Context: an optimization exercise on an open-source flow, tuned for small area, a short achievable clock period and few clock cycles. The choices shown serve that exercise and are no tape-out recipe. Only simulation tests tie the RTL to the original design; equivalence was not proved. Power and IR drop assume default switching activity.

File: flow/constraint.sdc
create_clock -name core_clock -period 10.0 [get_ports {clk}]
set_input_delay 2.0000 -clock core_clock [delete_from_list [all_inputs] [get_ports {clk}]]
set_output_delay 2.0000 -clock core_clock [all_outputs]
set_load 0.01 [all_outputs]
File: flow/config.mk
export PLATFORM = sky130hd
export DESIGN_NAME = wzwave_fbs
export DESIGN_NICKNAME = wzwave_fbs
export VERILOG_FILES = /design/flow/design.v
export SDC_FILE = /design/flow/constraint.sdc
export NUM_CORES = 4
export LEC_CHECK = 0
export CAP_MARGIN = 20
export CORE_MARGIN = 2
export CORE_UTILIZATION = 40
export CTS_CLUSTER_DIAMETER = 60
export CTS_CLUSTER_SIZE = 24
export SLEW_MARGIN = 20
export SYNTH_HIERARCHICAL = 1
export TNS_END_PERCENT = 10
File: flow/design.v
module wzwave_fbs (
    input  wire        clk,
    input  wire        rst,
    input  wire        in_valid,
    input  wire [7:0]  in_data,
    output wire        in_ready,
    output wire        out_valid,
    input  wire        out_ready,
    output wire        out_hdr,
    output wire        out_last,
    output wire [3:0]  out_type,
    output wire [71:0] out_data
);
    localparam integer KB = 1;                
    localparam [3:0] C_CTL  = 4'd0,  C_MIS  = 4'd1,  C_BAD  = 4'd2,  C_MAL  = 4'd3,
                     C_VER  = 4'd4,  C_MEM  = 4'd5,  C_SUC  = 4'd6,  C_INIT = 4'd7,
                     C_NPI  = 4'd8,  C_SEND = 4'd9,  C_RNI  = 4'd10, C_UPD  = 4'd11,
                     C_ROUT = 4'd12, C_CMD  = 4'd13, C_OPQ  = 4'd14, C_SCB  = 4'd15;
    localparam [3:0] A_NOP = 4'd0, A_LEN = 4'd1, A_HW  = 4'd2,
                     A_SHP = 4'd4, A_HDR = 4'd6, A_DAT = 4'd7,
                     A_MSK = 4'd8, A_XOR = 4'd9;
    function [1:0] off0(input [3:0] code);
        case (code)
            C_SUC, C_SEND, C_RNI, C_SCB, C_MEM, C_INIT, C_ROUT: off0 = 2'd3;
            default: off0 = 2'd0;
        endcase
    endfunction
    reg  [7:0]    T;
    reg  [2047:0] ring;
    wire          we;
    wire [7:0]    wd;
    reg  [7:0]    sel;
    always @(posedge clk) begin
        if (rst) T <= 8'd0;
        else     T <= T + 8'd1;
        ring <= {ring[2039:0], we ? wd : ring[2047:2040]};
    end
    wire [7:0] amask   = (8'd1 << KB) - 8'd1;
    wire [7:0] rdat    = ring[{sel & ~amask, 3'b000} +: 8];
    wire       aligned = ((sel & amask) == 8'd0);
    reg  [7:0] b, sk;
    reg        bv, skv;
    wire       take;
    reg        irdy;          
    assign in_ready = irdy;
    wire in_fire = in_valid & ~skv;
    always @(posedge clk) begin
        irdy <= rst || !((take || !bv) ? 1'b0 : (skv || in_fire));
        if (rst) begin
            bv  <= 1'b0;
            skv <= 1'b0;
        end else if (take || !bv) begin
            if (skv) begin
                b   <= sk;
                bv  <= 1'b1;
                skv <= 1'b0;
            end else begin
                b   <= in_data;
                bv  <= in_fire;
            end
        end else if (in_fire) begin
            sk  <= in_data;
            skv <= 1'b1;
        end
    end
    reg  [11:0] qm [0:11];
    reg  [3:0]  qwp, qrp, qrp1;
    reg  [4:0]  qn;
    wire        qpush, qpop;
    wire [11:0] qin;
    wire        qfull = (qn == 5'd12);
    wire        qne   = (qn != 5'd0);
    wire [3:0]  qh_code = qm[qrp][11:8];
    wire [7:0]  qh_s    = qm[qrp][7:0];
    reg  [7:0]  hs0, hs3;  
    wire [4:0] qn_p1 = qn + 5'd1;
    wire [4:0] qn_m1 = qn - 5'd1;
    wire [4:0] qn_nx;
    wzwave_fbs_sel3 #(.W(5)) u_qn (.s1(qpush && !qpop), .a(qn_p1), .s2(qpop && !qpush),
                                  .b(qn_m1), .c(qn), .y(qn_nx));
    always @(posedge clk) begin
        if (rst) begin
            qn   <= 5'd0;
            qwp  <= 4'd0;
            qrp  <= 4'd0;
            qrp1 <= 4'd1;
        end else begin
            qn <= qn_nx;
            if (qpush) qwp <= (qwp == 4'd11) ? 4'd0 : qwp + 4'd1;
            if (qpop) begin
                qrp  <= qrp1;
                qrp1 <= (qrp1 == 4'd11) ? 4'd0 : qrp1 + 4'd1;
            end
        end
        if (qpush) qm[qwp] <= qin;
    end
    localparam [1:0] R_HUNT = 2'd0, R_SOF = 2'd1, R_BODY = 2'd2;
    reg  [1:0] rx;
    reg  [7:0] acc, rs, wa;
    reg  [1:0] rph;
    reg        d0, d1;
    reg  [3:0] kcode;
    reg        kmal;
    reg        al;           
    reg        blk;          
    reg        livec;
    reg  [7:0] agec;         
    reg  [7:0] Hr;           
    reg        liver;
    wire is_mark = (b == 8'h06) || (b == 8'h15) || (b == 8'h18);
    wire is_sof  = (b == 8'h01);
    wire lt3     = (b < 8'd3);
    reg  [7:0] rrem;
    wire blast   = (rrem == 8'd0);
    wire room    = !livec || (b <= ~agec);
    reg  t_ok;
    always @(*) begin
        case (rx)
            R_HUNT:  t_ok = is_mark ? (!blk && !qfull) : 1'b1;
            R_SOF:   t_ok = !blk && !qfull && (lt3 || room);
            default: t_ok = al && !blk;
        endcase
    end
    assign take = bv && t_ok;
    assign we   = take && ((rx == R_HUNT && is_mark) || rx == R_SOF || rx == R_BODY);
    assign wd   = b;
    assign qpush = take && ((rx == R_HUNT && is_mark) || (rx == R_SOF && lt3) ||
                            (rx == R_BODY && blast));
    reg  [3:0] k_code;
    reg  [7:0] k_nmin;
    always @(*) begin
        k_code = C_OPQ;
        k_nmin = 8'd0;
        if (d1) begin
            case (b)
                8'h15: begin k_code = C_VER;  k_nmin = 8'd1;  end
                8'h20: begin k_code = C_MEM;  k_nmin = 8'd5;  end
                8'h56: begin k_code = C_SUC;  k_nmin = 8'd1;  end
                8'h02: begin k_code = C_INIT; k_nmin = 8'd32; end
                8'h41: begin k_code = C_NPI;  k_nmin = 8'd5;  end
                8'h13: begin k_code = C_SEND; k_nmin = 8'd1;  end
                8'h60: begin k_code = C_RNI;  k_nmin = 8'd1;  end
                8'h80: begin k_code = C_ROUT; k_nmin = 8'd29; end
                default: ;
            endcase
        end else if (d0) begin
            case (b)
                8'h13: begin k_code = C_SCB;  k_nmin = 8'd2;  end
                8'h49: begin k_code = C_UPD;  k_nmin = 8'd2;  end
                8'h04: begin k_code = C_CMD;  k_nmin = 8'd3;  end
                default: ;
            endcase
        end
    end
    wire       cks_bad = (acc != b);
    wire [3:0] body_code = cks_bad ? C_MIS : kmal ? C_MAL : kcode;
    reg  [3:0] f_code;
    always @(*) begin
        if (rx == R_HUNT)       f_code = C_CTL;
        else if (rx == R_SOF)   f_code = C_BAD;
        else                    f_code = body_code;
    end
    assign qin = {f_code, (rx == R_BODY) ? rs : T};
    always @(posedge clk) begin
        if (rst) begin
            rx <= R_HUNT;
        end else if (take) begin
            case (rx)
                R_HUNT: if (is_sof) rx <= R_SOF;
                R_SOF:  rx <= lt3 ? (is_sof ? R_SOF : R_HUNT) : R_BODY;
                default: if (blast) rx <= R_HUNT;
            endcase
        end
    end
    always @(posedge clk) begin
        if (take && rx == R_SOF) begin
            rph  <= 2'd0;
            rrem <= b - 8'd1;
            acc  <= ~b;
            rs   <= T;
        end
        if (take && rx == R_BODY) begin
            if (rph != 2'd2) rph <= rph + 2'd1;
            rrem <= rrem - 8'd1;
            acc  <= acc ^ b;
            if (rph == 2'd0) begin
                d0 <= (b == 8'h00);
                d1 <= (b == 8'h01);
            end
            if (rph == 2'd1) begin
                kcode <= k_code;
                kmal  <= rrem <= k_nmin;
            end
        end
    end
    reg        i_v;
    reg  [3:0] i_code;
    reg  [7:0] i_s;
    reg        i_ph;          
    reg        i_last;        
    reg        i_rd;          
    reg  [2:0] i_h;
    reg  [7:0] i_k, i_end;
    reg  [7:0] rq;
    reg        tq_v;
    reg  [3:0] tq_act;
    reg        tq_nf;         
    reg        tq_msk;
    reg  [3:0] tq_code;
    reg        tq_last;
    reg  [4:0] tq_j;
    reg  [7:0] e_L;
    reg  [7:0] cacc;
    reg  [7:0] pd;
    reg  [7:0] cm;
    reg        cmv, cm_le1, pendh, fin;
    reg         o_valid, o_hdr, o_last;
    reg  [3:0]  o_type;
    reg  [65:0] od;
    reg  [1:0]  dfl;          
    wire        ofree = !o_valid || out_ready;
    reg  [7:0] i_L;           
    reg  [3:0] s_act;
    reg  [4:0] s_j;
    always @(*) begin
        s_act  = A_NOP;
        s_j    = i_ph ? i_k[4:0] : {2'b00, i_h};
        if (!i_ph) begin
            case (i_code)
                C_CTL, C_BAD, C_SUC, C_SEND, C_RNI: s_act = A_HDR;
                C_SCB:  s_act = (i_h == 3'd0) ? A_HW : A_HDR;
                C_MEM:  s_act = (i_h == 3'd4) ? A_HDR : A_HW;
                C_INIT: s_act = (i_h == 3'd2) ? A_SHP : A_HW;
                C_ROUT: begin s_act = A_MSK; s_j = 5'd0; end
                C_UPD:  s_act = (i_h == 3'd0) ? A_LEN : (i_h == 3'd1) ? A_HW : A_HDR;
                C_CMD:  s_act = (i_h == 3'd0) ? A_LEN : (i_h == 3'd3) ? A_HDR : A_HW;
                C_OPQ:  s_act = (i_h == 3'd0) ? A_LEN : (i_h == 3'd1) ? A_HW : A_HDR;
                C_VER:  s_act = (i_h == 3'd0) ? A_LEN : (i_h == 3'd1) ? A_NOP : A_HDR;
                C_NPI:  s_act = (i_h == 3'd0) ? A_LEN : (i_h == 3'd5) ? A_HDR : A_HW;
                C_MIS:  s_act = A_LEN;
                C_MAL:  s_act = (i_h == 3'd0) ? A_LEN : (i_h == 3'd1) ? A_HW : A_HDR;
                default: s_act = A_NOP;
            endcase
        end else begin
            case (i_code)
                C_INIT, C_ROUT: s_act = A_MSK;
                C_MIS:          s_act = i_last ? A_HDR : A_XOR;
                default:        s_act = A_DAT;
            endcase
        end
    end
    reg        n_ph;
    reg  [2:0] n_h;
    reg  [7:0] n_k, n_end;
    reg        n_last, n_rd;
    reg  [7:0] s_dsel;
    always @(*) begin
        n_ph   = i_ph;
        n_h    = i_h + 3'd1;
        n_k    = i_k + 8'd1;
        n_end  = i_end;
        n_rd   = 1'b1;
        s_dsel = 8'd0;
        n_last = (i_code == C_MIS) ? (i_k + 8'd1 == i_L - 8'd1) : (i_k + 8'd1 == i_end);
        if (!i_ph) begin
            n_k    = 8'd0;
            n_last = 1'b0;
            case (i_code)
                C_SCB: n_last = 1'b1;
                C_MEM: n_last = (i_h == 3'd3);
                C_INIT: if (i_h == 3'd2) begin n_ph = 1'b1; n_end = 8'd28; end
                C_ROUT: begin n_ph = 1'b1; n_k = 8'd1; n_end = 8'd28; end
                C_UPD: begin
                    if (i_h == 3'd0) s_dsel = 8'hFE;                     
                    if (i_h == 3'd1) n_last = (i_L == 8'd5);
                    if (i_h == 3'd2) begin
                        n_ph = 1'b1; n_end = i_L - 8'd6; n_last = (i_L == 8'd6);
                    end
                end
                C_CMD: begin
                    if (i_h == 3'd0) s_dsel = 8'hFE;
                    if (i_h == 3'd2) n_last = (i_L == 8'd6);
                    if (i_h == 3'd3) begin
                        n_ph = 1'b1; n_end = i_L - 8'd7; n_last = (i_L == 8'd7);
                    end
                end
                C_OPQ: begin
                    if (i_h == 3'd1) n_last = (i_L == 8'd3);
                    if (i_h == 3'd2) begin
                        n_ph = 1'b1; n_end = i_L - 8'd4; n_last = (i_L == 8'd4);
                    end
                end
                C_VER: begin
                    if (i_h == 3'd0) begin s_dsel = 8'd1; n_rd = 1'b0; end  
                    if (i_h == 3'd1) begin                               
                        s_dsel = 8'd2 - i_L;
                        n_last = (i_L == 8'd4);
                    end
                    if (i_h == 3'd2) begin                               
                        n_ph = 1'b1; n_end = i_L - 8'd5; n_last = (i_L == 8'd5);
                        s_dsel = i_L - 8'd3;
                    end
                end
                C_NPI: begin
                    if (i_h == 3'd0) s_dsel = 8'hFE;                     
                    if (i_h == 3'd2) s_dsel = 8'd8 - i_L;                
                    n_last = (i_h == 3'd4);
                end
                C_MIS: n_ph = 1'b1;
                C_MAL: n_last = (i_h == 3'd1);
                default: ;
            endcase
        end
    end
    wire [7:0] m      = cmv ? cm : rq;
    wire       m_nz   = (m != 8'd0);
    wire       rq_le1 = ((rq & (rq - 8'd1)) == 8'd0);
    wire       m_le1  = cmv ? cm_le1 : rq_le1;
    reg  [2:0] m_i;
    always @(*) begin
        casez (m)
            8'b???????1: m_i = 3'd0;
            8'b??????10: m_i = 3'd1;
            8'b?????100: m_i = 3'd2;
            8'b????1000: m_i = 3'd3;
            8'b???10000: m_i = 3'd4;
            8'b??100000: m_i = 3'd5;
            8'b?1000000: m_i = 3'd6;
            default:     m_i = 3'd7;
        endcase
    end
    wire [7:0] m_rest  = m & (m - 8'd1);
    wire       mr_le1  = ((m_rest & (m_rest - 8'd1)) == 8'd0);
    wire       rfirst  = (tq_code == C_ROUT) && (tq_j == 5'd0) && !cmv;
    wire c_go = fin ? !tq_v : (!tq_v || tq_nf || !tq_msk || m_le1);
    wire c_st = fin ? !tq_v : (!tq_v || tq_nf);
    wire c_done = ofree ? c_go : c_st;
    reg        t2_v;
    reg  [7:0] rq2;
    reg  [3:0] t2_act, t2_code;
    reg        t2_nf, t2_msk, t2_last;
    reg  [4:0] t2_j;
    wire froom = !(tq_v && t2_v);
    wire ifire = i_v && (i_rd ? (froom && aligned) : 1'b1);
    wire push  = ifire && i_rd;
    wire inext = !i_v || (ifire && i_last);                
    assign qpop = inext && qne;
    wire hmove = !tq_v || c_done;                           
    wire [3:0] s_nfx = {(s_act == A_NOP) || (s_act == A_LEN) || (s_act == A_XOR) ||
                        1'b0, (s_act == A_MSK), 2'b00};
    function first_last(input [3:0] code);
        case (code)
            C_CTL, C_BAD, C_SUC, C_SEND, C_RNI: first_last = 1'b1;
            default: first_last = 1'b0;
        endcase
    endfunction
    wire [7:0] sel_f = sel + s_dsel;
    wire [7:0] sel_h = sel + 8'd1;
    wire [7:0] sel_n = (off0(qh_code) == 2'd3) ? hs3 : hs0;
    wire [7:0] sel_nx;
    wzwave_fbs_sel3 #(.W(8)) u_sel (.s1(inext), .a(sel_n), .s2(ifire), .b(sel_f),
                                   .c(sel_h), .y(sel_nx));
    always @(posedge clk) begin
        sel <= sel_nx;
        if (ifire && s_act == A_LEN) i_L <= rdat;
        if (rst) begin
            tq_v <= 1'b0;
            t2_v <= 1'b0;
        end else if (hmove) begin
            if (t2_v) begin
                rq      <= rq2;
                tq_v    <= 1'b1;
                tq_act  <= t2_act;
                tq_nf   <= t2_nf;
                tq_msk  <= t2_msk;
                tq_code <= t2_code;
                tq_last <= t2_last;
                tq_j    <= t2_j;
            end else begin
                rq      <= rdat;
                tq_v    <= push;
                tq_act  <= s_act;
                tq_nf   <= s_nfx[3];
                tq_msk  <= s_nfx[2];
                tq_code <= i_code;
                tq_last <= i_last;
                tq_j    <= s_j;
            end
            t2_v <= t2_v && push;
        end else if (push) begin
            t2_v <= 1'b1;
        end
        if ((hmove && t2_v) || (!hmove && push)) begin
            rq2     <= rdat;
            t2_act  <= s_act;
            t2_nf   <= s_nfx[3];
            t2_msk  <= s_nfx[2];
            t2_code <= i_code;
            t2_last <= i_last;
            t2_j    <= s_j;
        end
        if (rst)
            i_v <= 1'b0;
        else if (inext)
            i_v <= qne;
        begin
            if (inext) begin
                i_code <= qh_code;
                i_s    <= qh_s;
                i_ph   <= 1'b0;
                i_h    <= 3'd0;
                i_k    <= 8'd0;
                i_last <= first_last(qh_code);
                i_rd   <= 1'b1;
            end else if (ifire) begin
                i_ph   <= n_ph;
                i_h    <= n_h;
                i_k    <= n_k;
                i_end  <= n_end;
                i_last <= n_last;
                i_rd   <= n_rd;
            end
        end
    end
    wire [7:0] qin_s   = (rx == R_BODY) ? rs : T;
    wire [7:0] qn1_s   = qm[qrp1][7:0];
    wire       hs_a = qpop && (qn >= 5'd2);
    wire       hs_b = (qpop && (qn == 5'd1)) || !qne;
    wire [7:0] hs0_nx, hs3_nx;
    wzwave_fbs_sel3 #(.W(8)) u_hs0 (.s1(hs_a), .a(T + 8'd1 - qn1_s), .s2(hs_b),
                                   .b(T + 8'd1 - qin_s), .c(hs0 + 8'd1), .y(hs0_nx));
    wzwave_fbs_sel3 #(.W(8)) u_hs3 (.s1(hs_a), .a(T - 8'd2 - qn1_s), .s2(hs_b),
                                   .b(T - 8'd2 - qin_s), .c(hs3 + 8'd1), .y(hs3_nx));
    always @(posedge clk) begin
        hs0 <= hs0_nx;
        hs3 <= hs3_nx;
    end
    function [7:0] nmin_of(input [7:0] dir, input other, input [7:0] fc);
        begin
            nmin_of = 8'd0;
            if (other) nmin_of = 8'd0;
            else if (dir == 8'h01) begin
                case (fc)
                    8'h15, 8'h56, 8'h13, 8'h60: nmin_of = 8'd1;
                    8'h20, 8'h41: nmin_of = 8'd5;
                    8'h02: nmin_of = 8'd32;
                    8'h80: nmin_of = 8'd29;
                    default: ;
                endcase
            end else if (dir == 8'h00) begin
                case (fc)
                    8'h13, 8'h49: nmin_of = 8'd2;
                    8'h04: nmin_of = 8'd3;
                    default: ;
                endcase
            end
        end
    endfunction
    wire [2:0] th   = tq_j[2:0];
    wire [1:0] tier = rq[5:4];
    reg  [65:0] hw;
    always @(*) begin
        hw = od;
        case (tq_code)
            C_MIS:  hw = {42'd0, cacc, rq, e_L};
            C_SUC:  hw = {57'd0, (rq != 8'd0), rq};
            C_SEND: hw = {41'd0, 1'b1, 16'd0, rq};
            C_RNI:  hw = {57'd0, (rq == 8'h01), rq};
            C_SCB: begin
                if (th == 3'd0) begin hw = 66'd0; hw[25] = 1'b1; hw[15:8] = rq; end
                else hw[23:16] = rq;
            end
            C_MEM: begin
                case (th)
                    3'd0: begin hw = 66'd0; hw[31:24] = rq; end
                    3'd1: hw[23:16] = rq;
                    3'd2: hw[15:8] = rq;
                    3'd3: hw[7:0] = rq;
                    default: hw[39:32] = rq;
                endcase
            end
            C_INIT: begin
                case (th)
                    3'd0: hw = {58'd0, rq};
                    3'd1: hw[15:8] = rq;
                    default: hw[23:16] = rq;
                endcase
            end
            C_UPD, C_OPQ: begin
                if (th == 3'd1) hw = {58'd0, rq};
                else hw[15:8] = rq;
            end
            C_CMD: begin
                case (th)
                    3'd1: hw = {58'd0, rq};
                    3'd2: hw[15:8] = rq;
                    default: hw[23:16] = rq;
                endcase
            end
            C_NPI: begin
                case (th)
                    3'd1: begin
                        hw = {58'd0, rq};
                        hw[16]    = rq[7];
                        hw[18:17] = tier;
                        hw[21:19] = rq[2:0];
                        hw[25]    = !tier[1];
                        hw[41:26] = (tier == 2'd0) ? 16'd9600 : (tier == 2'd1) ? 16'd40000 : 16'd0;
                    end
                    3'd2: begin hw[15:8] = rq; hw[22] = rq[3]; hw[23] = rq[4]; hw[24] = rq[0]; end
                    3'd3: hw[49:42] = rq;
                    3'd4: hw[57:50] = rq;
                    default: hw[65:58] = rq;
                endcase
            end
            C_MAL: begin
                if (th == 3'd1) hw = {58'd0, rq};
                else hw[31:8] = {nmin_of({6'd0, dfl[1]}, !dfl[0] && !dfl[1], rq), e_L - 8'd3, rq};
            end
            default: hw = {58'd0, rq};
        endcase
    end
    wire [3:0] tq_type = (tq_code == C_SCB) ? C_SEND : tq_code;
    always @(posedge clk) begin
        if (rst) begin
            fin     <= 1'b0;
            cmv     <= 1'b0;
            pendh   <= 1'b0;
        end else begin
            if (fin) begin
                if (ofree) begin
                    o_last  <= 1'b1;
                    o_hdr   <= pendh;
                    if (!pendh) od <= {58'd0, pd + 8'd1};
                    pendh   <= 1'b0;
                    fin     <= 1'b0;
                end
            end else if (tq_v) begin
                case (tq_act)
                    A_LEN: begin e_L <= rq; cacc <= ~rq; end
                    A_XOR: cacc <= cacc ^ rq;
                    A_HW: if (ofree) begin
                        od <= hw;
                        if (tq_code == C_MAL) dfl <= {(rq == 8'h01), (rq == 8'h00)};
                    end
                    A_SHP: if (ofree) begin
                        od     <= hw;
                        pendh  <= 1'b1;
                        o_type <= tq_type;
                    end
                    A_HDR: if (ofree) begin
                            o_hdr   <= 1'b1;
                        o_last  <= tq_last;
                        o_type  <= tq_type;
                        od      <= hw;
                    end
                    A_DAT: if (ofree) begin
                            o_hdr   <= 1'b0;
                        o_last  <= tq_last;
                        o_type  <= tq_type;
                        od      <= {58'd0, rq};
                    end
                    A_MSK: if (ofree) begin
                        o_type <= tq_type;
                        if (rfirst) begin
                            od    <= 66'd0;
                            pendh <= 1'b1;
                        end
                        if (m_nz) begin
                                    o_last  <= 1'b0;
                            o_hdr   <= pendh || rfirst;
                            if (!(pendh || rfirst)) od <= {58'd0, pd + 8'd1};
                            pendh   <= 1'b0;
                            pd      <= {tq_j, m_i};
                            if (m_le1) begin
                                cmv <= 1'b0;
                                fin <= tq_last;
                            end else begin
                                cm     <= m_rest;
                                cm_le1 <= mr_le1;
                                cmv    <= 1'b1;
                            end
                        end else begin
                            fin <= tq_last;
                        end
                    end
                    default: ;
                endcase
            end
        end
    end
    wire emit = ofree && (fin || (tq_v && ((tq_act == A_HDR) || (tq_act == A_DAT) ||
                                           ((tq_act == A_MSK) && m_nz))));
    wire ov_n = emit || (o_valid && !out_ready);
    reg  onv;                 
    always @(posedge clk) begin
        o_valid <= !rst && ov_n;
        onv     <= rst || !ov_n;
    end
    assign out_valid = ~onv;
    assign out_hdr   = o_hdr;
    assign out_last  = o_last;
    assign out_type  = o_type;
    assign out_data  = {6'd0, od};
    wire       live = i_v || qne || (rx == R_BODY);
    wire [7:0] H    = i_v ? i_s : qne ? qh_s : rs;
    wire [7:0] T1   = T + 8'd1;
    wire       livep = liver || we;
    always @(posedge clk) begin
        if (rst) begin
            blk   <= 1'b0;
            livec <= 1'b0;
            liver <= 1'b0;
            al    <= 1'b0;
        end else begin
            liver <= live;
            Hr    <= live ? H : T;
            if (we) begin
                wa    <= T1;
                al    <= 1'b1;
                blk   <= liver && (T1 == Hr);
                agec  <= liver ? (T1 - Hr) : 8'd1;
                livec <= 1'b1;
            end else begin
                al    <= (T1 == wa);
                blk   <= liver && (((T1 - Hr) < (wa - Hr)) || (wa == Hr));
                agec  <= T1 - Hr;
                livec <= liver;
            end
        end
    end
endmodule
module wzwave_fbs_sel3 #(parameter integer W = 8) (
    input  wire         s1,
    input  wire [W-1:0] a,
    input  wire         s2,
    input  wire [W-1:0] b,
    input  wire [W-1:0] c,
    output wire [W-1:0] y
);
    assign y = s1 ? a : s2 ? b : c;
endmodule
File: flow/standard.sh
#!/bin/bash
# synth_recipe.tcl (not shown) runs the flow's synth.tcl, then flattens the netlist and writes it again
# the make line also repeats each setting of config.mk as NAME=value (left out here)
make -C /OpenROAD-flow-scripts/flow DESIGN_CONFIG=/design/flow/config.mk WORK_HOME=/design/flow/orfs CLKGATE_MAP_FILE= SYNTH_SCRIPT=/design/flow/synth_recipe.tcl "${@:-finish}"
File: flow/flow/run.sh
#!/bin/bash
# The standard layout (the standard.sh: ORFS synthesis through finish) with a
# tighter timing-repair target: repair_timing aims at a setup slack of
# SETUP_SLACK_MARGIN ns at the design's clock period, may resize cells across
# footprints, and the port buffers start out as buf_4 cells.
set -euo pipefail
bash standard.sh SETUP_SLACK_MARGIN=7.0 MATCH_CELL_FOOTPRINT=0 \
    "BUFFER_PORTS_ARGS=-buffer_cell sky130_fd_sc_hd__buf_4" finish > standard.log 2>&1
==> flow_metrics.tcl, run 1 <==
set metrics [dict create \
    dieArea_mm2 0.197 \
    synth.area.top_cells "dfxtp_1, edfxtp_1, mux4_2, ha_1, mux2i_1" \
    via_per_inst 5.07 \
    die_w_um 444 \
    ys_ff_latch 2535 \
    slowest_delay_ns 0.46 \
    gp_congestion 0.856 \
    cts_root_buffer "clkbuf_16" \
    ant_nets 0 \
    required_ns 8.00 \
    fp-row-count 161 \
    cts.htree.levels 4 \
    cp-start-kind "register" \
    path_cells "buf_4" \
    max_slew_margin 0.351 \
    synthCells 5296 \
    die_y_um 444 \
    synth_edf_count 398 \
    synthFlopType "dfxtp_1" \
    fin_hold_ws_ns 0.312 \
    critPathTopFamily "flip-flops" \
    hold_path.class "register to register" \
    core_area_mm2 0.192 \
    totalWireLength_um 163000 \
    synth_top_area_cell "dfxtp_1" \
    skew_ns 0.0289 \
    layout_setup_ws_ns 6.54 \
    largest_reg_flops 2048 \
    cts.sinks 2535 \
    cp_slowest_cell "edfxtp_1" \
    peakVddDrop_mv 0.177 \
    io_buffers 85 \
    top_register "ring" \
    drc 0 \
    final_util 0.456 \
    grt_start_max_net_pins 83 \
    wl_per_cell_um 20.1 \
    powerDensity_mw_per_mm2 257 \
    grt_first_pass_wirelength_um 249000 \
    status "complete, no violations" \
    synthArstFlopShare 0 \
    max_freq_mhz 289 \
    synth_area_per_cell_um2 14.6 \
    cts_tree "yes" \
    grt_antenna_before_repair 1 \
    start_util 0.402 \
    clockBufferDepth 3 \
    synth_top_area_frac 0.553 \
    track_usage 0.162 \
    cts_inserted_buffers 147 \
    synth-seq-area-share 0.707 \
    syn-cell-area_mm2 0.0774 \
    setup_tns_ns 0 \
    ioPinCount 92 \
    hpwl_um 99300 \
    hold_viol 0 \
    post-place-ws_ns 5.66 \
    period_share 0.346 \
    timing.final.crit_period_ns 3.46 \
    worstPathArrival_ns 1.46 \
    final_max_slew_viol_count 0 \
    grt_pass1_vias 40900 \
    rsz0062_at_grt "true" \
    synthDistinctLibCells 97 \
    crit_path_end_kind "output pin" \
    drv_cap 0 \
    reg2reg_slack_ns 6.65 \
    worst_slew_pin_slew_ns 0.965 \
    p_leak_nw 32.3 \
    ys_warn_count 7 \
    grt-ovfl-total 0 \
    crit_buf_inv 1 \
    reg.largest.list "ring x2048, qm x144, od x66" \
    clock_latency_ns 0.82 \
    first_pass_iters 6 \
    cts.clk_slew.worst_paths_ns 0.09 \
    finalSetupViolations 0 \
    drt-initial-drc-count 2964 \
    drive_above_1_share 0.190 \
    area_growth_pct 13.3 \
    path_max_fanout 2 \
    nets 5596 \
    via_count 40900 \
    path_class "register to output pin" \
]
[report_power, final]
group          internal (W)  switching, W
combinational       0.00211       0.00311
sequential           0.0107      0.000273
clock               0.00298       0.00343
total                0.0158       0.00681
[path summary, 6_finish.rpt]
kind / startpoint / end / depth (start not counted)
hold reg to reg: ring[456]$_DFF_P_ / ring[464]$_DFF_P_ / 0
hold / removal: ring[456]$_DFF_P_ / ring[464]$_DFF_P_ / 0
setup / recovery: od[3]$_DFFE_PP_ / out_data[3] / 1
setup reg to reg: rq[7]$_DFFE_PP_ / t2_j[3]$_DFFE_PP_ / 7
[Yosys cell counts, types with 24 or more instances]
cell      instances
dfxtp_1        2137
edfxtp_1        398
mux4_2          314
nand2_1         260
nor2_1          240
a21oi_1         177
clkbuf_1        152
mux2i_1         139
o21ai_0         122
ha_1            113
xnor2_1         102
inv_1           101
a22oi_1          92
xor2_1           68
nand3_1          61
nor3_1           58
nor2b_1          50
mux2_2           42
o21ai_1          41
a21o_1           37
buf_2            37
a31oi_1          36
buf_1            34
o22ai_1          27
and2_1           26
nor4_1           26
buf_4            24
[timing repair]
| action | CTS | global route |
|---|---|---|
| buffers inserted | 42 | 75 |
| pin swaps | 10 | 61 |
| gates cloned | 11 | 3 |
| gates resized for setup | 83 | 184 |
| setup endpoints to repair | 529 | 573 |
| hold buffers | 0 | 0 |
[cell usage in the layout, fill, tap and decap left out, drive strengths merged, types with 20 or more instances in the layout]
cell type	count
and2	29
o22ai	27
nand2b	20
a21o	37
xor2	68
a31oi	36
mux2	49
o21ai	164
a21oi	177
dfxtp	2137
nor3	59
buf	259
a22oi	92
ha	113
xnor2	102
mux4	314
clkinv	28
clkbuf	175
o221ai	20
nor2	240
nand4	23
nor4	27
mux2i	139
o211ai	24
nand2	260
edfxtp	398
inv	128
nor2b	50
nand3	61
[logic make-up (layout without fill, tap and decap cells)]
group                      Yosys count  count (layout)  share of synthesized area
and+or+nand+nor                    849             852                     0.0521
xor gates and xnor gates           170             170                     0.0192
adders and majority gates          124             124                     0.0206
other                                1               7                  0.0000485
AOI/OAI and AO/OA                  750             751                     0.0636
muxes                              502             502                      0.117
DFF                               2535            2535                      0.707
buffers and inverters              365             602                     0.0206
[layer usage]
| layer | global-route usage | part of all wire | up-vias |
|---|---|---|---|
| li1 | - | - | 19300 |
| met1 | 0.232 | 0.47 | 20500 |
| met2 | 0.257 | 0.46 | 951 |
| met3 | 0.0244 | 0.047 | 206 |
| met4 | 0.0438 | 0.022 | 0 |
| met5 | 0 | 0 | - |
[final cells by class]
| type | instances | area (um2) |
|---|---|---|
| repair buffers | 269 | 2610 |
| flip-flops and latches | 2535 | 54800 |
| fillers | 16700 | 105000 |
| well taps | 2526 | 3160 |
| clock buffers | 165 | 3870 |
| clock inverters | 62 | 833 |
| inverters | 106 | 425 |
| multi-input cells | 2405 | 22000 |
| diodes | 1 | 2.50 |
[through the flow]
stage               instances  total power, W  instance area (um2)
floorplan                5301          0.0144                77500
global placement         7710          0.0158                80700
detailed placement       7710          0.0158                80700
CTS                      7990          0.0225                86300
global route             8069          0.0236                87700
finish                   8069          0.0226                87700
Testbench counts, summed over its fixed seeds: cycles 31,867.
==> run 2: changes to the inputs <==
--- a/flow/flow/run.sh
+++ b/flow/flow/run.sh
@@ -5,4 +5,4 @@
 # footprints, and the port buffers start out as buf_4 cells.
 set -euo pipefail
-bash standard.sh SETUP_SLACK_MARGIN=7.0 MATCH_CELL_FOOTPRINT=0 \
+bash standard.sh SETUP_SLACK_MARGIN=6.3 MATCH_CELL_FOOTPRINT=0 \
     "BUFFER_PORTS_ARGS=-buffer_cell sky130_fd_sc_hd__buf_4" finish > standard.log 2>&1
--- a/flow/config.mk
+++ b/flow/config.mk
@@ -13,3 +13,2 @@
 export SLEW_MARGIN = 20
 export SYNTH_HIERARCHICAL = 1
-export TNS_END_PERCENT = 10
==> run 2 against run 1 <==
Still clean on timing, DRC and antenna. Hold slack worse by 0.0065 ns. Non-clock buffer count down 98. Sequential share of layout area up 1.3 points. First-iteration DRC count up 8.0%. Via count down 1.4%. Worst setup slack worse by 0.080 ns. Design area down 2.1%. Wire length down 2.4%. Die area unchanged. Critical path depth unchanged. Combinational power down 9.8%.
==> flow_metrics.tcl, run 2 <==
set metrics [dict create \
    grt_pass1_vias 40200 \
    cts_inserted_buffers 145 \
    timing.final.crit_period_ns 3.54 \
    synth_area_per_cell_um2 14.6 \
    core_area_mm2 0.192 \
    ioPinCount 92 \
    rsz0062_at_grt "false" \
    layout_common_cells "dfxtp_1, edfxtp_1, mux4_2" \
    synthCells 5296 \
    skew_ns 0.0397 \
    die_w_um 444 \
    wl_per_cell_um 19.9 \
    area_growth_pct 10.9 \
    synth_top_area_frac 0.553 \
    period_share 0.354 \
    grt_antenna_before_repair 0 \
    finalSetupViolations 0 \
    fillCellCount 16900 \
    dieArea_mm2 0.197 \
    ys_warn_count 7 \
    r2r-start "sel[1]$_DFF_P_" \
    crit_buf_inv 1 \
    totalWireLength_um 159000 \
    cp_slowest_cell "edfxtp_1" \
    cp-start-kind "register" \
    grt_first_pass_wirelength_um 244000 \
    ant_nets 0 \
    register_area_mm2 0.0548 \
    max_slew_margin 0.332 \
    cts_tree "yes" \
    nets 5492 \
    final_max_slew_viol_count 0 \
    synthDistinctLibCells 97 \
    p_comb_frac 0.213 \
    synth-seq-area-share 0.707 \
    status "complete, no violations" \
    hold_viol 0 \
    ff2ff_path_depth 7 \
    synth.area.top_cells "dfxtp_1, edfxtp_1, mux4_2, ha_1, mux2i_1" \
    track_usage 0.159 \
    post-place-ws_ns 5.65 \
    clockPowerShare 0.289 \
    largest_reg_flops 2048 \
    p_switching_w 0.00665 \
    synth_edf_count 398 \
    crit_cells 1 \
    p_leak_nw 31.7 \
    required_ns 8.00 \
    reg.largest.list "ring x2048, qm x144, od x66" \
    drive_above_1_share 0.152 \
    ys_ff_latch 2535 \
    internal-power_w 0.0155 \
    path_cells "buf_4" \
    final_common_cell "dfxtp_1" \
    powerDensity_mw_per_mm2 258 \
    slowest_delay_ns 0.52 \
    power.total_w 0.0221 \
    worst_slew_pin_slew_ns 0.996 \
    critPathTopFamily "flip-flops" \
    io_buffers 85 \
    first_pass_iters 9 \
    drc 0 \
    path_max_fanout 2 \
    setup_tns_ns 0 \
    cts.clk_slew.worst_paths_ns 0.09 \
    crit_path_end_kind "output pin" \
    hold_path.class "register to register" \
    via_count 40300 \
    multi_input_comb_area_mm2 0.0213 \
    layout_setup_ws_ns 6.46 \
    path_class "register to output pin" \
    reg2reg_slack_ns 6.47 \
    whs_path_depth 0 \
    hp-start "ring[888]$_DFF_P_" \
    grt_start_max_net_pins 118 \
    synthTopCellsByCount "dfxtp_1, edfxtp_1, mux4_2, nand2_1, nor2_1" \
    cts.htree.levels 4 \
    via_per_inst 5.06 \
    top_register "ring" \
    clockBufferDepth 3 \
    max_freq_mhz 283 \
    grt-ovfl-total 0 \
    cts_root_buffer "clkbuf_16" \
    clock_latency_ns 0.81 \
    start_util 0.402 \
    swShare 0.301 \
    fp-row-count 161 \
    die_y_um 444 \
    gp_congestion 0.882 \
    drt-initial-drc-count 3202 \
    synth_top_area_cell "dfxtp_1" \
    cts.sinks 2535 \
    synthFlopType "dfxtp_1" \
    hpwl_um 100000 \
    yosysMostFrequentCell "dfxtp_1" \
    synthArstFlopShare 0 \
    power_frac_seq 0.497 \
    hold_end "ring[896]$_DFF_P_" \
    cts_hold_buf 0 \
    worstPathArrival_ns 1.54 \
    syn-cell-area_mm2 0.0774 \
    r2r_end "rq[5]$_DFFE_PP_" \
    drv_cap 0 \
    peakVddDrop_mv 0.163 \
]
[run 2: per-stage QoR]
step / area, um2 / std cells / hold slack [ns] / util
final: 85800 / 7968 / 0.306 / 0.446
after detailed placement: 80600 / 7712 / 0.312 / 0.419
after floorplan: 77400 / 5301 / 0.310 / -
after CTS: 85500 / 7945 / 0.307 / 0.444
after global routing: 85800 / 7967 / 0.316 / 0.446
after global placement: 80600 / 7710 / 0.310 / 0.419
[run 2: layout make-up]
class                           instances  area share
Sequential cell                      2535       0.638
Multi-Input combinational cell       2401       0.248
Clock buffer                          163      0.0443
Tap cell                             2526      0.0368
Timing Repair Buffer                  171      0.0179
Clock inverter                         65      0.0103
Inverter                              106     0.00472
Antenna cell                            1   0.0000292
[run 2: worst max-delay path by stage]
stage,slack (ns),endpoint,start
2_1_floorplan,6.34,hs0[7]$_DFF_P_,register
3_3_place_gp,5.59,rq[7]$_DFFE_PP_,sel[1]$_DFF_P_
3_5_place_dp,5.65,od[57]$_SDFFCE_PP0P_,rst
4_1_cts,6.30,tq_j[0]$_DFFE_PP_,rq[7]$_DFFE_PP_
5_1_grt,6.31,od[6]$_DFFE_PP_,cmv$_SDFFE_PP0P_
6_report,6.46,out_data[4],od[4]$_DFFE_PP_
[run 2: repair_timing]
item,4_1_cts,5_1_grt
resized for setup,32,37
setup buffers,3,20
pin swaps,0,1
setup endpoints to repair,168,273
gates cloned,2,2
[run 2: cells by family after synthesis]
group,synth area share
AO/OA/AOI/OAI,0.0636
adder cells (fa/ha/maj),0.0206
AND/OR/NAND/NOR,0.0521
multiplexers,0.117
XOR/XNOR,0.0192
flip-flops,0.707
other,0.0000485
buffers and inverters,0.0206
[run 2: power by group through the flow]
| stage | logic [W] | registers, W | clock network, W |
|---|---|---|---|
| final | 0.00471 | 0.0110 | 0.00640 |
| after global routing | 0.00513 | 0.0110 | 0.00696 |
| after global placement | 0.00447 | 0.0113 | 0 |
| after detailed placement | 0.00451 | 0.0113 | 0 |
| after CTS | 0.00467 | 0.0110 | 0.00658 |
| after floorplan | 0.00340 | 0.0110 | 0 |
[run 2: routing by layer]
metal	global-route usage	vias to the layer above	share of wire
li1	-	19100	-
met1	0.228	20100	0.48
met2	0.249	923	0.46
met3	0.0262	204	0.046
met4	0.0408	0	0.020
met5	0	-	0
==> run 3: changes to the inputs <==
--- a/flow/flow/run.sh
+++ b/flow/flow/run.sh
@@ -5,4 +5,4 @@
 # footprints, and the port buffers start out as buf_4 cells.
 set -euo pipefail
-bash standard.sh SETUP_SLACK_MARGIN=6.3 MATCH_CELL_FOOTPRINT=0 \
+bash standard.sh SETUP_SLACK_MARGIN=6.6 MATCH_CELL_FOOTPRINT=0 \
     "BUFFER_PORTS_ARGS=-buffer_cell sky130_fd_sc_hd__buf_4" finish > standard.log 2>&1
==> run 3 against run 2 <==
First-iteration DRC count is 6.8% higher. Sequential share of layout area is 1.3 points lower. Wire length is 1.6% higher. Hold slack better by 0.0086 ns. Synthesized cell count stayed put. Final cell count is 1.6% higher. Sequential power hardly changed. Die area stayed put. Via count is 1.8% higher. Area after synthesis stayed put. Clock skew is 0.030 ns higher. Non-clock buffer count is 114 higher. Largest cell class unchanged.
==> flow_metrics.tcl, run 3 <==
set metrics [dict create \
    synth-seq-area-share 0.707 \
    start_util 0.402 \
    synthXorXnorAreaFrac 0.0192 \
    hold_path.class "register to register" \
    synthSimpleGateAreaFrac 0.0521 \
    drv_cap 0 \
    area_growth_pct 13.2 \
    via_count 41000 \
    crit_path_end_kind "output pin" \
    cts.clk_slew.worst_paths_ns 0.09 \
    wl_per_cell_um 19.9 \
    fp-row-count 161 \
    reg.largest.list "ring x2048, qm x144, od x66" \
    required_ns 8.00 \
    nets 5615 \
    slowest_delay_ns 0.49 \
    core_area_mm2 0.192 \
    drc 0 \
    hpwl_um 100000 \
    first_pass_iters 9 \
    grt_first_pass_wirelength_um 247000 \
    ant_nets 0 \
    dieArea_mm2 0.197 \
    largest_reg_flops 2048 \
    synthArstFlopShare 0 \
    critPathTopFamily "flip-flops" \
    clock_latency_ns 0.84 \
    synth.area.top_cells "dfxtp_1, edfxtp_1, mux4_2, ha_1, mux2i_1" \
    path_class "register to output pin" \
    synthDistinctLibCells 97 \
    cts.htree.levels 4 \
    ys_warn_count 7 \
    cts.sinks 2535 \
    path_max_fanout 2 \
    synth_top_area_cell "dfxtp_1" \
    layout_common_cells "dfxtp_1, edfxtp_1, mux4_2" \
    cts_root_buffer "clkbuf_16" \
    synth.area.mux_share 0.117 \
    drive_above_1_share 0.179 \
    hold_viol 0 \
    synth_edf_count 398 \
    cts_tree "yes" \
    status "complete, no violations" \
    totalWireLength_um 161000 \
    fillCellCount 16800 \
    gp_congestion 0.885 \
    die_w_um 444 \
    cts_hold_buf 0 \
    synth_area_per_cell_um2 14.6 \
    yosysMostFrequentCell "dfxtp_1" \
    synthFlopType "dfxtp_1" \
    p_leak_nw 32.4 \
    worst_slew_pin_slew_ns 0.963 \
    max_freq_mhz 286 \
    io_buffers 85 \
    timing.final.crit_period_ns 3.50 \
    ioPinCount 92 \
    max_slew_margin 0.356 \
    track_usage 0.161 \
    rsz0062_at_grt "true" \
    path_cells "buf_6" \
    crit_buf_inv 1 \
    powerDensity_mw_per_mm2 256 \
    final_common_cell "dfxtp_1" \
    setup_tns_ns 0 \
    grt-ovfl-total 0 \
    via_per_inst 5.06 \
    drt-initial-drc-count 3420 \
    synthCells 5296 \
    synthAdderAreaFrac 0.0206 \
    syn-cell-area_mm2 0.0774 \
    fin_hold_ws_ns 0.314 \
    synth_compound_area_frac 0.0636 \
    synth_top_family_by_area "multiplexers" \
    period_share 0.350 \
    final_max_slew_viol_count 0 \
    peakVddDrop_mv 0.205 \
    grt_pass1_vias 41000 \
    worstPathArrival_ns 1.50 \
    cts_inserted_buffers 150 \
    ys_ff_latch 2535 \
    synth_top_area_frac 0.553 \
    cp-start-kind "register" \
    finalSetupViolations 0 \
    grt_start_max_net_pins 93 \
    grt_antenna_before_repair 0 \
    top_register "ring" \
    synthTopCellsByCount "dfxtp_1, edfxtp_1, mux4_2, nand2_1, nor2_1" \
    skew_ns 0.0700 \
    die_y_um 444 \
    cp_slowest_cell "edfxtp_1" \
    clockBufferDepth 3 \
]
run 3: cell counts after synthesis:
Identical to the previous run, type by type.
run 3: layer usage:
metal	share of wire	up-vias	wire [um]	track usage
met4	0.026	0	4250	0.0478
li1	-	19300	-	-
met1	0.48	20400	76700	0.231
met2	0.45	1015	72000	0.249
met5	0	-	0	0
met3	0.052	254	8350	0.0287
run 3: layout make-up:
cell class | count | area, um2 | share of cell area
Sequential cell | 2535 | 54800 | 0.625
Multi-Input combinational cell | 2404 | 21600 | 0.246
Clock buffer | 174 | 3930 | 0.0448
Tap cell | 2526 | 3160 | 0.0361
Timing Repair Buffer | 285 | 2710 | 0.0309
Clock inverter | 67 | 1000 | 0.0114
Inverter | 106 | 412 | 0.00470
Timing Repair inverter | 1 | 5.00 | 0.0000572
Antenna cell | 1 | 2.50 | 0.0000286
run 3: worst paths after layout:
check,cells past startpoint,end,slack [ns],start
worst max-delay path,1,out_data[7],6.50,od[7]$_DFFE_PP_
worst min-delay path,0,ring[756]$_DFF_P_,0.31,ring[748]$_DFF_P_
worst max register to register,15,blk$_SDFF_PP0_,6.69,T[1]$_SDFF_PP0_
worst min register to register,0,ring[756]$_DFF_P_,0.31,ring[748]$_DFF_P_
run 3: what timing repair did:
| action | in CTS | in global routing |
|---|---|---|
| gates resized for setup | 139 | 74 |
| pin swaps | 11 | 7 |
| setup buffers | 96 | 45 |
| gates cloned | 4 | 4 |
| endpoints found under the setup margin | 405 | 391 |
run 3: report_power, final:
part	leakage [nW]	total, W	switching [W]	internal, W
sequential	20.9	0.0110	0.000318	0.0107
clock	2.38	0.00657	0.00352	0.00305
combinational	9.12	0.00485	0.00295	0.00190
total	32.4	0.0224	0.00679	0.0156
run 3: kinds of logic (layout without fill, tap and decap cells):
| group | Yosys count | after routing |
|---|---|---|
| and+or+nand+nor | 849 | 852 |
| other | 1 | 7 |
| xor gates and xnor gates | 170 | 170 |
| buffers and inverters | 365 | 633 |
| DFF | 2535 | 2535 |
| AOI/OAI and AO/OA | 750 | 750 |
| adders and majority gates | 124 | 124 |
| muxes | 502 | 502 |
run 3: through the flow:
stage                     instance area [um2]  worst slack [ns]  std cells  power, W  utilization
after floorplan                         77400              6.50       5301    0.0144            -
after global placement                  80600              5.57       7708    0.0158        0.419
after detailed placement                80600              5.55       7708    0.0158        0.419
after CTS                               86900              6.46       8049    0.0225        0.451
after global routing                    87600              6.38       8098    0.0234        0.455
final                                   87600              6.50       8099    0.0224        0.455
==> run 4: changes to the inputs <==
--- a/flow/flow/run.sh
+++ b/flow/flow/run.sh
@@ -5,4 +5,4 @@
 # footprints, and the port buffers start out as buf_4 cells.
 set -euo pipefail
-bash standard.sh SETUP_SLACK_MARGIN=6.6 MATCH_CELL_FOOTPRINT=0 \
+bash standard.sh SETUP_SLACK_MARGIN=6.8 MATCH_CELL_FOOTPRINT=0 \
     "BUFFER_PORTS_ARGS=-buffer_cell sky130_fd_sc_hd__buf_4" finish > standard.log 2>&1
--- a/flow/config.mk
+++ b/flow/config.mk
@@ -9,6 +9,6 @@
 export CORE_MARGIN = 2
 export CORE_UTILIZATION = 40
-export CTS_CLUSTER_DIAMETER = 60
-export CTS_CLUSTER_SIZE = 24
+export CTS_CLUSTER_DIAMETER = 50
+export CTS_CLUSTER_SIZE = 30
 export SLEW_MARGIN = 20
 export SYNTH_HIERARCHICAL = 1
==> run 4 against run 3 <==
Hold slack worse by 0.0090 ns. Sequential cell count unchanged. Area after synthesis did not move. Non-clock buffer count is 31 higher. Combinational power grew 5.8%. Utilization up 1.0 points. Highest routed layer unchanged. Die area stayed put. Critical path type unchanged. Register-to-register slack better by 0.16 ns. Largest power group unchanged.
==> flow_metrics.tcl, run 4 <==
set metrics [dict create \
    synthAdderAreaFrac 0.0206 \
    hpwl_um 99600 \
    first_pass_iters 8 \
    syn-cell-area_mm2 0.0774 \
    totalWireLength_um 163000 \
    cp_slowest_cell "edfxtp_1" \
    io_buffers 85 \
    gp_congestion 0.886 \
    drc 0 \
    synthDistinctLibCells 97 \
    dieArea_mm2 0.197 \
    synth.area.top_cells "dfxtp_1, edfxtp_1, mux4_2, ha_1, mux2i_1" \
    die_w_um 444 \
    start_util 0.402 \
    timing.final.crit_period_ns 3.48 \
    drt-initial-drc-count 3087 \
    finalSetupViolations 0 \
    drv_cap 0 \
    final_util 0.465 \
    wl_per_cell_um 19.9 \
    reg.largest.list "ring x2048, qm x144, od x66" \
    ys_ff_latch 2535 \
    final_max_slew_viol_count 0 \
    post-place-ws_ns 5.90 \
    drive_above_1_share 0.206 \
    synth_compound_area_frac 0.0636 \
    synthFlopType "dfxtp_1" \
    grt-ovfl-total 0 \
    final_common_cell "dfxtp_1" \
    fillCellCount 16600 \
    worst_slew_pin_slew_ns 0.998 \
    via_count 41300 \
    clockBufferDepth 3 \
    synth.area.mux_share 0.117 \
    ant_nets 0 \
    fp-row-count 161 \
    core_area_mm2 0.192 \
    max_freq_mhz 288 \
    area_growth_pct 15.7 \
    synthXorXnorAreaFrac 0.0192 \
    via_per_inst 5.04 \
    synth_area_per_cell_um2 14.6 \
    synthArstFlopShare 0 \
    worstPathArrival_ns 1.48 \
    layout_common_cells "dfxtp_1, edfxtp_1, mux4_2" \
    critPathTopFamily "flip-flops" \
    cp-start-kind "register" \
    max_slew_margin 0.334 \
    cts_tree "yes" \
    synth-seq-area-share 0.707 \
    synthTopCellsByCount "dfxtp_1, edfxtp_1, mux4_2, nand2_1, nor2_1" \
    synth_top_family_by_area "multiplexers" \
    power.total_w 0.0236 \
    peakVddDrop_mv 0.197 \
    crit_path_end_kind "output pin" \
    path_max_fanout 2 \
    cts_hold_buf 0 \
    status "complete, no violations" \
    grt_pass1_vias 41900 \
    synth_top_area_frac 0.553 \
    ys_warn_count 7 \
    skew_ns 0.0572 \
    rsz0062_at_grt "true" \
    slowest_delay_ns 0.49 \
    top_register "ring" \
    cts.htree.levels 4 \
    path_class "register to output pin" \
    cts_root_buffer "clkbuf_16" \
    hold_path.class "register to register" \
    nets 5656 \
    grt_start_max_net_pins 84 \
    track_usage 0.163 \
    clock_latency_ns 0.84 \
    synth_top_area_cell "dfxtp_1" \
    required_ns 8.00 \
    synthCells 5296 \
    synthSimpleGateAreaFrac 0.0521 \
    hold_viol 0 \
    cts.clk_slew.worst_paths_ns 0.10 \
    path_cells "buf_6" \
    fin_hold_ws_ns 0.305 \
    die_y_um 444 \
    period_share 0.348 \
    crit_buf_inv 1 \
    p_leak_nw 33.2 \
    ioPinCount 92 \
    setup_tns_ns 0 \
    synth_edf_count 398 \
    grt_antenna_before_repair 2 \
    cts_inserted_buffers 161 \
    yosysMostFrequentCell "dfxtp_1" \
    layout_setup_ws_ns 6.52 \
    powerDensity_mw_per_mm2 263 \
    cts.sinks 2535 \
    largest_reg_flops 2048 \
    grt_first_pass_wirelength_um 252000 \
]
run 4: power breakdown:
part           switching, W  total (W)  internal (W)
clock               0.00399    0.00748       0.00350
combinational       0.00308    0.00513       0.00205
sequential         0.000291     0.0110        0.0107
total               0.00736     0.0236        0.0162
run 4: timing repair:
| item | 4_1_cts | 5_1_grt |
|---|---|---|
| gates resized for setup | 187 | 112 |
| setup buffers | 112 | 57 |
| pin swaps | 12 | 22 |
| gates cloned | 8 | 2 |
| endpoints found under the hold margin | 0 | 0 |
| endpoints found under the setup margin | 399 | 398 |
run 4: cell type report:
cell class | count | area (um2) | share of cell area
antenna | 3 | 7.51 | 0.0000839
tap | 2526 | 3160 | 0.0353
sequential | 2535 | 54800 | 0.612
clock buffer | 171 | 4180 | 0.0467
multi-input combinational | 2404 | 21900 | 0.245
clock inverter | 127 | 1940 | 0.0217
inverter | 106 | 412 | 0.00460
timing repair buffer | 316 | 3120 | 0.0349
run 4: routing by layer:
| metal | GRT usage | wire (um) | vias up |
|---|---|---|---|
| met5 | 0 | 0 | - |
| met4 | 0.0471 | 3620 | 0 |
| met3 | 0.0246 | 7210 | 218 |
| met2 | 0.257 | 74300 | 976 |
| met1 | 0.234 | 77500 | 20600 |
| li1 | - | - | 19500 |
run 4: final timing paths:
path                     start                end  slack (ns)  depth (start not counted)
max            od[3]$_DFFE_PP_        out_data[3]        6.52                          1
min          ring[446]$_DFF_P_  ring[454]$_DFF_P_        0.31                          0
max reg2reg   i_L[4]$_DFFE_PP_   i_last$_DFFE_PP_        6.85                          7
min reg2reg  ring[446]$_DFF_P_  ring[454]$_DFF_P_        0.31                          0
run 4: stage by stage:
stage | std cells | cell area (um2)
6_report | 8188 | 89500
5_1_grt | 8186 | 89500
4_1_cts | 8126 | 88600
3_5_place_dp | 7708 | 80600
3_3_place_gp | 7708 | 80600
2_1_floorplan | 5301 | 77500
run 4: cells by family after synthesis:
kind of cell	after synthesis
AOI/OAI and AO/OA	750
xor gates and xnor gates	170
adders and majority gates	124
buffers and inverters	365
DFF	2535
muxes	502
other	1
and+or+nand+nor	849
==> run 5: changes to the inputs <==
--- a/flow/config.mk
+++ b/flow/config.mk
@@ -9,6 +9,6 @@
 export CORE_MARGIN = 2
 export CORE_UTILIZATION = 40
-export CTS_CLUSTER_DIAMETER = 50
-export CTS_CLUSTER_SIZE = 30
+export CTS_CLUSTER_DIAMETER = 40
+export CTS_CLUSTER_SIZE = 20
 export SLEW_MARGIN = 20
 export SYNTH_HIERARCHICAL = 1
==> run 5 against run 4 <==
Worst setup slack worse by 0.092 ns. Sequential power barely moved. Design area increased by 3.1%. Sequential share of layout area decreased by 1.8 points. Critical endpoint is now out_data[4].
==> flow_metrics.tcl, run 5 <==
set metrics [dict create \
    max_freq_mhz 280 \
    p_leak_nw 34.6 \
    io_buffers 85 \
    crit_buf_inv 1 \
    dieArea_mm2 0.197 \
    cts_tree "yes" \
    worst_slew_pin_slew_ns 1.06 \
    worstPathArrival_ns 1.57 \
    synth-seq-area-share 0.707 \
    cts.htree.levels 4 \
    final_common_cell "dfxtp_1" \
    clockBufferDepth 3 \
    status "complete, no violations" \
    setup_tns_ns 0 \
    place_area_mm2 0.0806 \
    finalSetupViolations 0 \
    ioPinCount 92 \
    grt_pass1_vias 43000 \
    max_slew_margin 0.292 \
    required_ns 8.00 \
    skew_ns 0.109 \
    synth_top_area_frac 0.553 \
    top_register "ring" \
    cp-start-kind "register" \
    grt_first_pass_wirelength_um 256000 \
    core_area_mm2 0.192 \
    synth_area_per_cell_um2 14.6 \
    design_area_mm2 0.0923 \
    slowest_delay_ns 0.49 \
    timing.final.crit_period_ns 3.57 \
    yosysMostFrequentCell "dfxtp_1" \
    cp_slowest_cell "edfxtp_1" \
    cts.sinks 2535 \
    wl_per_cell_um 19.8 \
    peakVddDrop_mv 0.196 \
    drt-initial-drc-count 3050 \
    synthArstFlopShare 0 \
    largest_reg_flops 2048 \
    via_count 41900 \
    cts.clk_slew.worst_paths_ns 0.08 \
    fp-row-count 161 \
    die_y_um 444 \
    r2r_end "rq[1]$_DFFE_PP_" \
    area_growth_pct 19.3 \
    synthDistinctLibCells 97 \
    hold_viol 0 \
    synthCells 5296 \
    whs_path_depth 0 \
    hold_path.class "register to register" \
    grt-ovfl-total 0 \
    ff2ff_path_depth 6 \
    drc 0 \
    drive_above_1_share 0.227 \
    gp_congestion 0.886 \
    hold_end "ring[1622]$_DFF_P_" \
    nets 5749 \
    cts_inserted_buffers 238 \
    ant_nets 0 \
    fillCellCount 16400 \
    totalWireLength_um 166000 \
    first_pass_iters 5 \
    drv_cap 0 \
    grt_antenna_before_repair 4 \
    grt_start_max_net_pins 84 \
    synth.area.top_cells "dfxtp_1, edfxtp_1, mux4_2, ha_1, mux2i_1" \
    path_cells "buf_6" \
    ys_warn_count 7 \
    layout_common_cells "dfxtp_1, edfxtp_1, mux4_2" \
    path_class "register to output pin" \
    synth_top_area_cell "dfxtp_1" \
    start_util 0.402 \
    synth_edf_count 398 \
    die_w_um 444 \
    cts_hold_buf 0 \
    reg.largest.list "ring x2048, qm x144, od x66" \
    final_max_slew_viol_count 0 \
    ys_ff_latch 2535 \
    syn-cell-area_mm2 0.0774 \
    crit_path_end_kind "output pin" \
    powerDensity_mw_per_mm2 279 \
    hpwl_um 99600 \
    critPathTopFamily "flip-flops" \
    path_max_fanout 2 \
    clock_latency_ns 0.89 \
    synthFlopType "dfxtp_1" \
    r2r-start "sel[6]$_DFF_P_" \
    via_per_inst 5.01 \
    track_usage 0.166 \
    reg2reg_slack_ns 6.79 \
    rsz0062_at_grt "true" \
    hp-start "ring[1614]$_DFF_P_" \
    cts_root_buffer "clkbuf_16" \
    synthTopCellsByCount "dfxtp_1, edfxtp_1, mux4_2, nand2_1, nor2_1" \
    period_share 0.357 \
]
-- run 5: kinds of logic (layout without fill, tap and decap cells) --
family	Yosys count	after routing	synth area share
other	1	7	0.0000485
buffers and inverters	365	889	0.0206
multiplexers	502	502	0.117
flip-flops	2535	2535	0.707
AO/OA/AOI/OAI	750	752	0.0636
adder cells (fa/ha/maj)	124	124	0.0206
XOR/XNOR	170	170	0.0192
AND/OR/NAND/NOR	849	851	0.0521
-- run 5: stage by stage --
stage	setup WS [ns]	utilization	power [W]	hold WS [ns]	std cells
after global routing	6.41	0.480	0.0268	0.268	8356
after CTS	6.40	0.474	0.0258	0.261	8289
final	6.43	0.480	0.0257	0.262	8356
after global placement	6.00	0.419	0.0158	0.310	7708
after floorplan	6.69	-	0.0144	0.310	5301
after detailed placement	5.90	0.419	0.0158	0.312	7708
-- run 5: where the power goes --
group / total [W] / switching (W) / internal [W]
Combinational: 0.00521 / 0.00311 / 0.00210
Clock: 0.00956 / 0.00441 / 0.00515
Sequential: 0.0110 / 0.000288 / 0.0107
-- run 5: worst max path at each step --
stage / start / end / depth (start not counted)
4_1_cts: od[4]$_DFFE_PP_ / out_data[4] / 1
2_1_floorplan: b[0]$_DFFE_PP_ / qm[4][0]$_DFFE_PP_ / 10
6_report: od[4]$_DFFE_PP_ / out_data[4] / 1
3_5_place_dp: b[0]$_DFFE_PP_ / qm[3][10]$_DFFE_PP_ / 9
5_1_grt: od[4]$_DFFE_PP_ / out_data[4] / 1
3_3_place_gp: sel[2]$_DFF_P_ / rq[7]$_DFFE_PP_ / 9
-- run 5: cell type report --
class / instances / area [um2] / area share
Inverter: 106 / 408 / 0.00442
Clock inverter: 187 / 2480 / 0.0269
Antenna cell: 1 / 2.50 / 0.0000271
Tap cell: 2526 / 3160 / 0.0342
Timing Repair Buffer: 331 / 3270 / 0.0354
Clock buffer: 265 / 6240 / 0.0676
Multi-Input combinational cell: 2405 / 21900 / 0.238
Sequential cell: 2535 / 54800 / 0.594
-- run 5: timing repair --
item,4_1_cts,5_1_grt
setup buffers,120,62
resized for setup,185,113
pin swaps,14,35
cloned,9,4
setup endpoints to repair,401,388
-- run 5: layer usage --
metal,GRT usage,part of all wire,up-vias
li1,-,-,19800
met1,0.235,0.47,20800
met2,0.260,0.46,1044
met3,0.0275,0.047,275
met4,0.0517,0.023,0
met5,0,0,-
==> run 6: changes to the inputs <==
--- a/flow/config.mk
+++ b/flow/config.mk
@@ -9,6 +9,7 @@
 export CORE_MARGIN = 2
 export CORE_UTILIZATION = 40
-export CTS_CLUSTER_DIAMETER = 40
-export CTS_CLUSTER_SIZE = 20
+export CTS_CLUSTER_DIAMETER = 60
+export CTS_CLUSTER_SIZE = 24
 export SLEW_MARGIN = 20
 export SYNTH_HIERARCHICAL = 1
+export TNS_END_PERCENT = 50
==> run 6 against run 5 <==
Still clean on timing, DRC and antenna. Via count shrank 2.1%. Wire length decreased by 2.5%. Non-clock buffer count is 3 higher. Global-route usage down 0.55 points. Critical path depth is the same. Register-to-register slack gained 0.02 ns. Count of clock-buffer cells in the layout decreased by 100. Final cell count is 2.7% lower. Combinational power decreased by 1%. Design area fell by 4.6%. Sequential share of layout area grew 2.9 points. Die area stayed put.
==> flow_metrics.tcl, run 6 <==
set metrics [dict create \
    largest_reg_flops 2048 \
    hold_viol 0 \
    worst_slew_pin_slew_ns 0.953 \
    powerDensity_mw_per_mm2 254 \
    finalSetupViolations 0 \
    fillCellCount 16800 \
    synth.area.top_cells "dfxtp_1, edfxtp_1, mux4_2, ha_1, mux2i_1" \
    die_w_um 444 \
    ys_warn_count 7 \
    path_cells "buf_6" \
    cts_inserted_buffers 144 \
    placedCellCount 7708 \
    cts_tree "yes" \
    synthDistinctLibCells 97 \
    skew_ns 0.0417 \
    crit_path_end_kind "output pin" \
    timing.final.crit_period_ns 3.45 \
    synth-seq-area-share 0.707 \
    reg.largest.list "ring x2048, qm x144, od x66" \
    yosysMostFrequentCell "dfxtp_1" \
    start_util 0.402 \
    via_count 41000 \
    track_usage 0.160 \
    core_area_mm2 0.192 \
    drv_cap 0 \
    synthSimpleGateAreaFrac 0.0521 \
    period_share 0.345 \
    via_per_inst 5.04 \
    synth_area_per_cell_um2 14.6 \
    crit_buf_inv 1 \
    whs_path_depth 0 \
    path_max_fanout 2 \
    synthArstFlopShare 0 \
    cts.clk_slew.worst_paths_ns 0.09 \
    totalWireLength_um 161000 \
    cp_slowest_cell "edfxtp_1" \
    clockBufferDepth 3 \
    synth.area.mux_share 0.117 \
    status "complete, no violations" \
    hp-start "ring[571]$_DFF_P_" \
    fin_hold_ws_ns 0.308 \
    clock_latency_ns 0.81 \
    instances_no_fill 8129 \
    hold_path.class "register to register" \
    grt_antenna_before_repair 4 \
    final_max_slew_viol_count 0 \
    grt_pass1_vias 40700 \
    fp-row-count 161 \
    syn-cell-area_mm2 0.0774 \
    synth_top_area_frac 0.553 \
    hold_end "ring[579]$_DFF_P_" \
    register_area_mm2 0.0548 \
    grt-ovfl-total 0 \
    ff2ff_path_depth 8 \
    path_class "register to output pin" \
    synthXorXnorAreaFrac 0.0192 \
    r2r-start "rq[5]$_DFFE_PP_" \
    dieArea_mm2 0.197 \
    ant_nets 0 \
    required_ns 8.00 \
    cts_root_buffer "clkbuf_16" \
    critPathTopFamily "flip-flops" \
    grt_start_max_net_pins 110 \
    slowest_delay_ns 0.48 \
    rsz0062_at_grt "true" \
    nets 5659 \
    synthFlopType "dfxtp_1" \
    cts.sinks 2535 \
    die_y_um 444 \
    hpwl_um 99500 \
    peakVddDrop_mv 0.207 \
    p_leak_nw 32.6 \
    setup_tns_ns 0 \
    first_pass_iters 6 \
    synthCells 5296 \
    multi_input_comb_area_mm2 0.0219 \
    area_growth_pct 13.7 \
    reg2reg_slack_ns 6.81 \
    worstPathArrival_ns 1.45 \
    grt_first_pass_wirelength_um 247000 \
    gp_congestion 0.874 \
    synth_compound_area_frac 0.0636 \
    synth_top_family_by_area "multiplexers" \
    cp-start-kind "register" \
    synthAdderAreaFrac 0.0206 \
    ioPinCount 92 \
    max_slew_margin 0.364 \
    ys_ff_latch 2535 \
    final_util 0.458 \
    io_buffers 85 \
    drt-initial-drc-count 3193 \
    cts.htree.levels 4 \
    synth_top_area_cell "dfxtp_1" \
    drc 0 \
    r2r_end "tq_j[4]$_DFFE_PP_" \
    synthTopCellsByCount "dfxtp_1, edfxtp_1, mux4_2, nand2_1, nor2_1" \
    final_common_cell "dfxtp_1" \
    synth_edf_count 398 \
    top_register "ring" \
    layout_common_cells "dfxtp_1, edfxtp_1, mux4_2" \
    wl_per_cell_um 19.8 \
    max_freq_mhz 290 \
    drive_above_1_share 0.195 \
]
run 6: cell count changes in the layout (fill, tap and decap cells not counted), sizes merged:
cell / delta
buf: +4
nand2b: +1
o21ai: -1
clkinv: -50
diode: +2
nor2b: +1
inv: -62
bufinv: -12
clkbuf: -101
clkinvlp: -9
run 6: metal layers:
metal / share of wire / vias to the layer above / track usage
li1: - / 19400 / -
met1: 0.48 / 20500 / 0.229
met2: 0.46 / 944 / 0.253
met3: 0.047 / 229 / 0.0270
met4: 0.021 / 0 / 0.0414
met5: 0 / - / 0
run 6: timing repair:
item,4_1_cts,5_1_grt
setup endpoints to repair,441,404
resized for setup,126,157
gates cloned,8,4
buffers inserted,70,117
pin swaps,14,29
hold buffers,0,0
run 6: how the worst max path moves through the flow:
stage	from	endpoint	slack (ns)	cells past startpoint
floorplan	b[0]$_DFFE_PP_	qm[4][0]$_DFFE_PP_	6.69	10
global placement	sel[1]$_DFF_P_	rq[5]$_DFFE_PP_	5.56	8
detailed placement	sel[1]$_DFF_P_	rq[5]$_DFFE_PP_	5.54	8
CTS	od[3]$_DFFE_PP_	out_data[3]	6.48	1
global route	od[2]$_DFFE_PP_	out_data[2]	6.49	1
finish	od[3]$_DFFE_PP_	out_data[3]	6.55	1
run 6: logic make-up after synthesis:
family / count (synthesis)
XOR/XNOR: 170
buffers and inverters: 365
adder cells (fa/ha/maj): 124
flip-flops: 2535
multiplexers: 502
other: 1
AO/OA/AOI/OAI: 750
AND/OR/NAND/NOR: 849
run 6: power by group:
part	internal [W]	total, W	switching (W)
clock network	0.00290	0.00628	0.00338
logic	0.00209	0.00515	0.00307
registers	0.0107	0.0109	0.000277
run 6: layout make-up:
type	count	share of cell area
Clock inverter	54	0.00806
Sequential cell	2535	0.623
Timing Repair Buffer	334	0.0364
Tap cell	2526	0.0359
Inverter	106	0.00475
Antenna cell	3	0.0000853
Clock buffer	165	0.0434
Multi-Input combinational cell	2406	0.249
run 6: metrics by stage:
stage | total power, W | worst slack, ns | area (um2)
4_1_cts | 0.0224 | 6.48 | 86400
3_5_place_dp | 0.0158 | 5.54 | 80600
6_report | 0.0224 | 6.55 | 88000
3_3_place_gp | 0.0158 | 5.56 | 80600
5_1_grt | 0.0234 | 6.49 | 88000
2_1_floorplan | 0.0144 | 6.69 | 77500

[static timing again, ports no longer ideal]
Ports are ideal in the flow. The routed layouts listed here were re-timed in OpenROAD.
Step 1, drivers: a clkbuf_16 drives clk and a buf_2 each remaining input, both assumed.
Step 2 adds t to the input delays and takes it off the output delays; t is the mean of the earliest and latest rising clock arrival at the registers after step 1. Input paths then give back, and output paths get back, about the clock's delay inside the block.
Three values: ideal ports, drivers, drivers and shift; two values: the first two.
run	t, ns	setup slack, ns	worst setup path after step 2
run 1	0.882	6.543 / 6.465 / 5.753	input to register
run 2	0.871	6.463 / 6.383 / 5.678	input to register
run 3	0.884	6.500 / 6.419 / 5.890	input to register
run 4	0.887	6.523 / 6.442 / 6.180	input to register
run 5	0.921	6.431 / 6.350 / 6.154	input to register
run 6	0.872	6.548 / 6.466 / 6.170	input to register
After both steps setup and hold are still met in every run listed. For run 1, which loses most, drivers alone change the setup slack by -0.078 ns; drivers and shift together by -0.790 ns.
